Background: an optimization exercise with open tools, aiming at small area, a short achievable clock period and few clock cycles. Do not read the settings as production practice.
Only simulation tests tie the RTL to the original design; equivalence was not proved.
Power and IR drop assume default switching activity.

## JK
## sctp_dec
module sctp_dec (
    input  wire        clk,
    input  wire        rst,
    input  wire        in_valid,
    output wire        in_ready,
    input  wire [63:0] in_data,
    input  wire        in_last,
    input  wire [3:0]  in_cnt,
    output reg         ev_valid,
    input  wire        ev_ready,
    output wire [3:0]  ev_type,
    output wire [1:0]  ev_refk,
    output wire [31:0] ev_off,
    output wire [63:0] ev_value,
    output wire [31:0] ev_size,
    output reg         ev_fault,
    output reg  [2:0]  ev_cause
);
Settings: LEC_CHECK=0, CAP_MARGIN=20, CORE_MARGIN=2, CORE_UTILIZATION=40, CTS_BUF_LIST=sky130_fd_sc_hd__clkbuf_8, SETUP_SLACK_MARGIN=1.5, SLEW_MARGIN=20; clock period 6.0 ns.
run.sh (not shown) runs the stock make flow with config.mk's settings and CLKGATE_MAP_FILE= SYNTH_SCRIPT=/design/flow/synth_recipe.tcl, a recipe that flattens the netlist after the stock synthesis.
Testbench counts of JK, summed over its fixed seeds: cycles 17,586.
--- input diff JK..MS ---
- CTS_BUF_LIST no longer set, was sky130_fd_sc_hd__clkbuf_8
- TNS_END_PERCENT now 30, previously not set
==> run notes <==
JK | stages: all done | timing, DRC, antenna: all pass. MS went all the way through synthesis, placement and routing and the layout is clean on timing, DRC and antenna. Of MS and JK, it is MS that has the higher met1 track demand over resource. On MS: number of logic stages on the critical path including buffering is 3 lower than what JK gave. Taking JK as the reference, in MS setup slack fell by 0.030 ns, wire length on met1 rose by 0.70%. The layout cell share with drive strength beyond 1 in MS sits 1.4 points below the value recorded for JK. MS: starting DRC count in detailed routing about 2.7% above JK. STATUS tightest slew margin relative to the limit: MS wins against JK. From JK to MS the numbers moved as follows: signal arrival time at the worst endpoint lost 1.76 ns, post-route cell area lost 220 um2, depth of the CTS H-tree lost 1. Looking at termination of the worst setup path, the ev_value[23] result is from MS; the bpos[10] one comes from JK. MS reports its origin of the worst setup path as ev_hp[1] while JK reports mw[10]. Relative to JK, peak clock frequency supported by timing decreased by 1.4 MHz in MS.
The inputs of AL differ from those of MS as listed below.
- TNS_END_PERCENT: 30 -> unset
- SETUP_SLACK_MARGIN: 1.5 -> 1.25
--- outcome ---
AL has completed all stages; timing, DRC and antenna checks passed. Compare MS and AL | met1 wire length lower: AL. Multi-input combinational cell count essentially unchanged between MS and AL. Against MS, maximum frequency in AL fell by a few percent. On wire length of the first global-routing pass: between MS and AL, it ends up higher for MS. Going from MS to AL, the core utilization of the finished layout was found to have gone down by 1.1 points. Between MS and AL, cell count along the critical path increased. Endpoint arrival time on the critical path ended up 1.82 ns higher on AL than on MS. According to the power report, total power for AL is lower than for MS. Of MS and AL, MS shows the lower sequential share of cell area, with AL above it. Transition at the pin with the smallest max-transition slack: AL > MS. Looking at buffer count from post-CTS setup fixing, AL sits below MS.
Inputs modified between AL and TR:
- changing SETUP_SLACK_MARGIN from 1.25 to 1.5
## What came out
- TR vs. AL: post-route total power went up by about 1.6%.
- Final critical path time including I/O delays and setup (higher): AL
- Compared with AL, TR shows detail-routed net length per standard cell higher by 0.12 um.
- TR vs AL — total wirelength of the detailed-routed design climbed slightly
- TR leaves more setup margin than AL.
- Worst max-slew margin expressed relative to the limit improves in TR relative to AL.
- Cell count: lower on AL
- Going from AL to TR, clock skew did not really move; post-route worst hold slack saw little to no change.

== the previous run ==
Starting RTL as in the previous note.
Settings: LEC_CHECK=0, CAP_MARGIN=20, CORE_MARGIN=2, CORE_UTILIZATION=40, SETUP_SLACK_MARGIN=1.75, SLEW_MARGIN=20; clock period 6.0 ns.
The previous run finished end to end and its layout was clean on timing, DRC and antenna.
Testbench counts of the previous run, summed over its fixed seeds: cycles 17,586.
Input changes introduced in the current run (baseline for comparison: the previous run):
- PLACE_DENSITY: unset -> 0.75
- SETUP_SLACK_MARGIN: 1.75 -> 1.5
[summary]
Summary of the current run over the previous run: required time reported for the critical path endpoint climbed 0.02 ns, power moved down. When the final numbers for the previous run and the current run were put side by side, the met1 demand-to-capacity share in global routing turned out to be greater in the previous run. Relative to the previous run, final area has decreased by 5.1% in the current run. The current run ended up with a lower via count of the routed design than the previous run did. Between the previous run and the current run, stage delay of the slowest cell on the critical path increased. Wire: the current run routes less than the previous run. The current run ends up with higher share of the clock period used by the worst path than the previous run does. The total CTS buffers in the current run was lower than what the previous run gave. The mean routed wirelength per cell of the current run and that of the previous run are within noise of each other.

rev 12:
Another version of the RTL of sctp_dec (not shown whole).
Size: ~0.032 mm² of cells after synthesis.
export LEC_CHECK = 0
export CAP_MARGIN = 5
export CORE_MARGIN = 2
export CORE_UTILIZATION = 40
export SETUP_SLACK_MARGIN = 1.6
export SLEW_MARGIN = 5
create_clock -name core_clock -period 6.0 [get_ports {clk}]
Testbench counts of rev 12, summed over its fixed seeds: cycles 16,207.
## Diff of input files: rev 13 against rev 12
Settings: PLACE_DENSITY now 0.5, previously not set; SLEW_MARGIN now 20, was 5; CAP_MARGIN now 20, was 5.
Results
- Total power ends up higher on rev 13.
- Of rev 13 and rev 12, rev 13 shows the higher fraction of area in multi-input gates, with rev 12 below it.
- From rev 12 to rev 13 the numbers moved as follows: post-route worst setup slack has decreased; clock buffer and inverter area fraction after layout +0.23 points.
- Rev 13 vs rev 12 — worst hold slack dropped 0.0038 ns.
- What rev 12 reported for met3 wirelength from detailed routing has to be multiplied by 0.830 to get the figure for rev 13.
- Compared with rev 12, in rev 13 clock tree buffer depth stayed essentially flat, number of flip-flops and latches in the synthesized netlist saw little to no change, critical path depth saw a decrease.
- Cmp rev 13 and rev 12 / setup slack after placement / higher: rev 13

## run 1
sctp_dec, a different RTL version from the one above (not shown whole).
For scale: ~3600 cells after synthesis.
make LEC_CHECK=0 CAP_MARGIN=20 CORE_MARGIN=2 CORE_UTILIZATION=50 SETUP_SLACK_MARGIN=2 SLEW_MARGIN=20 finish   # period 6.0 ns
Run 1 -> stages 100% | layout checks FAIL | max-capacitance violations, max-slew violations
Testbench counts of run 1, summed over its fixed seeds: cycles 17,586.
Here is what was changed in the inputs of run 2 compared with run 1.
--- a/flow/config.mk
+++ b/flow/config.mk
@@ -9,4 +9,4 @@
 export CORE_MARGIN = 2
-export CORE_UTILIZATION = 50
-export SETUP_SLACK_MARGIN = 2
+export CORE_UTILIZATION = 40
+export SETUP_SLACK_MARGIN = 1.5
 export SLEW_MARGIN = 20
==> comparison <==
- Run 2 | status: complete | timing, DRC, antenna: pass
- On run 2: footprint of the flip-flops and latches is about 0.36% lower than what run 1 gave.
- | max-cap check violation count | run 2 vs run 1 | 1 lower |
- Delta (run 2 minus run 1): data required time of the worst path higher; combinational power lower; final design utilization lower; setup slack lower; overall power of the completed layout lower.
- For run 2, the type of the worst setup path was reg -> reg, unlike run 1, where it was reg -> out.
- Launch point of the worst path = ev_hp[0]$_DFFE_PP_: run 1; launch point of the worst path = e0d[55]$_DFFE_PP_: run 2

-- what the ideal ports hide --
In the flow no input, the clock included, has a driving cell. The finished layouts below were timed again as built, in two steps.
Step 1 assumes that a clkbuf_16 drives the clock port and a buf_2 every other input.
Step 2, shift: input delay + t, output delay - t, t = (earliest + latest rising clock arrival at the registers) / 2. This alone moves slack from input paths to output paths.
Three values: no drivers, after step 1, after step 2; two values: the first two.
| run | shift t [ns] | setup slack, ns | worst slew at a driven data input, ns |
|---|---|---|---|
| JK | 0.727 | 1.419 / 1.419 / 1.419 | 0.06 |
| MS | 0.659 | 1.388 / 1.320 / 1.431 | 0.05 |
| AL | 0.651 | 1.269 / 1.269 / 1.269 | 0.05 |
| TR | 0.657 | 1.471 / 1.471 / 1.471 | 0.05 |
| the previous run | 0.660 | 1.603 / 1.603 / 1.529 | 0.08 |
| the current run | 0.666 | 1.429 / 1.429 / 1.429 | 0.07 |
| rev 12 | 0.661 | 1.632 / 1.565 / 1.450 | 0.07 |
| rev 13 | 0.689 | 1.602 / 1.576 / 1.602 | 0.08 |
| run 1 | 0.676 | 1.511 / 1.449 / 1.340 | 0.12 |
| run 2 | 0.674 | 1.431 / 1.431 / 1.431 | 0.05 |
The setup slack of rev 12, which loses most, moves by -0.067 ns with the drivers and by -0.182 ns with both steps.
